This design comes from an exercise in tuning for small area on the open sky130 flow, not from production work. In this exercise RTL edits were held to simulation tests only and were not proved equivalent to the original. Power and IR drop assume default switching activity.

main:
Design midi_framer, start of the top module:
module midi_framer (
    input  wire         clk,
    input  wire         rst,
    input  wire         dec_valid,
    input  wire         dec_ctrl,
    input  wire [7:0]   dec_data,
    output wire         ev_valid,
    output wire [2:0]   ev_cls,
    output wire [3:0]   ev_kind,
    output wire [7:0]   ev_status,
    output wire [3:0]   ev_chan,
    output wire [6:0]   ev_d1,
    output wire [6:0]   ev_d2,
    output wire         ev_has_d2,
    output wire [13:0]  ev_val,
    output wire         ev_eox,
    output wire [3:0]   ev_port,
    output wire [4:0]   ev_len,
    output wire [127:0] ev_raw,
    output wire [7:0]   dstat,
    input  wire         enc_valid,
    input  wire         enc_ctrl,
    input  wire [2:0]   enc_code,
    input  wire [2:0]   cmd_cls,
    input  wire [3:0]   cmd_kind,
    input  wire [3:0]   cmd_chan,
    input  wire [7:0]   cmd_d1,
    input  wire [7:0]   cmd_d2,
    input  wire [15:0]  cmd_val,
    input  wire [15:0]  cmd_param,
    input  wire [4:0]   cmd_port,
  ...
export LEC_CHECK = 0
export CAP_MARGIN = 20
export CORE_MARGIN = 2
export CORE_UTILIZATION = 40
export PLACE_DENSITY = 0.6
export SLEW_MARGIN = 20
create_clock -name core_clock -period 10.0 [get_ports {clk}]
standard.sh (not shown) runs the stock make flow with config.mk's settings and CLKGATE_MAP_FILE= SYNTH_SCRIPT=/design/flow/synth_recipe.tcl, a recipe that flattens the netlist after the stock synthesis.
==> flow/flow/run.sh <==
#!/bin/bash
# Own layout flow: the standard flow (standard.sh: the standard synthesis,
# floorplan, power grid, placement, routing), with these changes to how the
# layout is made:
#  - every input and output port still gets its own buffer, but a 1x buffer
#    (sky130_fd_sc_hd__buf_1) instead of the larger cell buffer_ports picks;
#  - the clock tree uses small clock buffers (clkbuf_2, clkbuf_4) in small sink clusters
#    and no dummy loads;
#  - constant outputs keep the tie cells synthesis gave them (no tie fanout
#    repair).
# ORFS writes each step's full log under orfs/logs/; make's own output goes to
# standard.log in this folder.
set -uo pipefail
export BUFFER_PORTS_ARGS="-buffer_cell sky130_fd_sc_hd__buf_1"
export CTS_ARGS="-sink_clustering_enable -repair_clock_nets -dont_use_dummy_load -buf_list {sky130_fd_sc_hd__clkbuf_2 sky130_fd_sc_hd__clkbuf_4} -sink_clustering_size 8 -sink_clustering_max_diameter 50"
export SKIP_REPAIR_TIE_FANOUT=1
bash standard.sh > standard.log 2>&1
For the feature branch, these inputs were changed with respect to main:
- PLACE_DENSITY now 0.85, was 0.6
==> flow/flow/run.sh <==
#!/bin/bash
# Own layout flow: the standard flow (standard.sh: the standard synthesis,
# floorplan, power grid, placement, routing), with these changes to how the
# layout is made:
#  - every input and output port still gets its own buffer, but a 1x buffer
#    (sky130_fd_sc_hd__buf_1) instead of the larger cell buffer_ports picks;
#  - the clock tree uses clkbuf_8 clock buffers
#    and no dummy loads;
#  - constant outputs keep the tie cells synthesis gave them (no tie fanout
#    repair).
# ORFS writes each step's full log under orfs/logs/; make's own output goes to
# standard.log in this folder.
set -uo pipefail
export BUFFER_PORTS_ARGS="-buffer_cell sky130_fd_sc_hd__buf_1"
export CTS_ARGS="-sink_clustering_enable -repair_clock_nets -dont_use_dummy_load -buf_list sky130_fd_sc_hd__clkbuf_8 -sink_clustering_size 22 -sink_clustering_max_diameter 60"
export SKIP_REPAIR_TIE_FANOUT=1
bash standard.sh > standard.log 2>&1
Findings:
- Sequential power of main is on par with the feature branch.
- In the reports for the feature branch and main, the larger number of detailed-routing iterations run before antenna repair belongs to main.
- Compared with main, in the feature branch first-iteration DRC count rose 34%, number of clock-tree buffers in the layout now sits lower, worst hold slack shows no meaningful change.
- Clock tree skew after final layout across the feature branch and main: no real change.
- Between main and the feature branch, the flow reports routed wire length decreasing slightly.
- Number of setup violations in the final report essentially unchanged between main and the feature branch.
- Reported for the feature branch and main, layout multi-input combinational cell count turned out identical to the last digit.


== the baseline ==
midi_framer, a different RTL version from the one above (not shown whole).
For scale: about 1,000 cells after synthesis, about 0.011 mm2 of cells after synthesis.
export LEC_CHECK = 0
export CAP_MARGIN = 20
export CORE_MARGIN = 2
export CORE_UTILIZATION = 40
export PLACE_DENSITY = 0.6
export SLEW_MARGIN = 20
create_clock -name core_clock -period 10.0 [get_ports {clk}]
==> flow/flow/run.sh <==
#!/bin/bash
# Own layout flow: the standard flow (standard.sh, unchanged synthesis,
# floorplan, power grid and routing), with two changes to how the layout is made:
#  - every input and output port still gets its own buffer, but a 1x buffer
#    (sky130_fd_sc_hd__buf_1) instead of the larger cell buffer_ports picks;
#  - the clock tree uses clkbuf_8 buffers with larger sink clusters and no dummy
#    loads.
# ORFS writes each step's full log under orfs/logs/; make's own output goes to
# standard.log in this folder.
set -uo pipefail
export BUFFER_PORTS_ARGS="-buffer_cell sky130_fd_sc_hd__buf_1"
export CTS_ARGS="-sink_clustering_enable -repair_clock_nets -dont_use_dummy_load -buf_list sky130_fd_sc_hd__clkbuf_8 -sink_clustering_size 18 -sink_clustering_max_diameter 80"
bash standard.sh > standard.log 2>&1
The baseline: no failed stages, no open violations at the end
[inputs] the candidate vs the baseline
==> flow/flow/run.sh <==
#!/bin/bash
# Own layout flow: the standard flow (standard.sh: the standard synthesis,
# floorplan, power grid, placement, routing), with these changes to how the
# layout is made:
#  - every input and output port still gets its own buffer, but a 1x buffer
#    (sky130_fd_sc_hd__buf_1) instead of the larger cell buffer_ports picks;
#  - the clock tree uses small clock buffers in small sink clusters and no
#    dummy loads;
#  - constant outputs keep the tie cells synthesis gave them (no tie fanout
#    repair);
#  - after global routing, cells off the critical paths are downsized
#    (repair_timing -recover_power).
# ORFS writes each step's full log under orfs/logs/; make's own output goes to
# standard.log in this folder.
set -uo pipefail
export BUFFER_PORTS_ARGS="-buffer_cell sky130_fd_sc_hd__buf_1"
export CTS_ARGS="-sink_clustering_enable -repair_clock_nets -dont_use_dummy_load -buf_list sky130_fd_sc_hd__clkbuf_8 -sink_clustering_size 18 -sink_clustering_max_diameter 80"
export SKIP_REPAIR_TIE_FANOUT=1
export RECOVER_POWER=100
bash standard.sh > standard.log 2>&1
Findings:
The candidate vs. the baseline: routing usage on met1 went up by 0.60 points. Compared with the baseline, the candidate shows a higher fraction of power consumed by combinational cells. When the candidate is measured against the baseline, its power density relative to cell area turns out 0.52% higher. Diff the baseline -> the candidate: time the worst path needs with I/O delays and setup rose 2.27 ns; fraction of met2 tracks used by global routing shows an increase of 1.1 points; non-clock buffer count in the final layout up about 0.7%; maximum clock frequency saw a decrease. Routed wire length ends up lower on the baseline. Placement-stage worst setup slack on the candidate is ahead of the baseline. Across the candidate and the baseline, a clean result was obtained everywhere but in the candidate. STATUS run=the candidate STAGES=ALL_DONE FINAL_CHECKS=FAILED CAUSE=capacitance limit, slew limit.

separate check: timing with driven ports:
In the flow no input, the clock included, has a driving cell. The finished layouts below were timed again as built, in two steps.
Step 1: set_driving_cell puts a clkbuf_16 on clk and a buf_2 on each other input, an assumption about the parent block.
Step 2 also shifts input and output timing later by t, the mid clock arrival at the registers, as if the neighbouring blocks saw the same clock.
Three values: ideal, step 1, step 2; two values: the first two.
run | t (ns) | setup slack, ns | worst setup path at the end
main | 0.674 | 4.755 / 4.708 / 4.693 | input to register
the feature branch | 0.586 | 5.313 / 5.266 / 5.208 | input to register
the baseline | 0.583 | 5.023 / 4.975 / 4.789 | input to register
the candidate | 0.576 | 2.749 / 2.773 / 2.198 | input to register
The setup slack of the candidate, which loses most, moves by +0.024 ns with the drivers and by -0.551 ns with both steps.
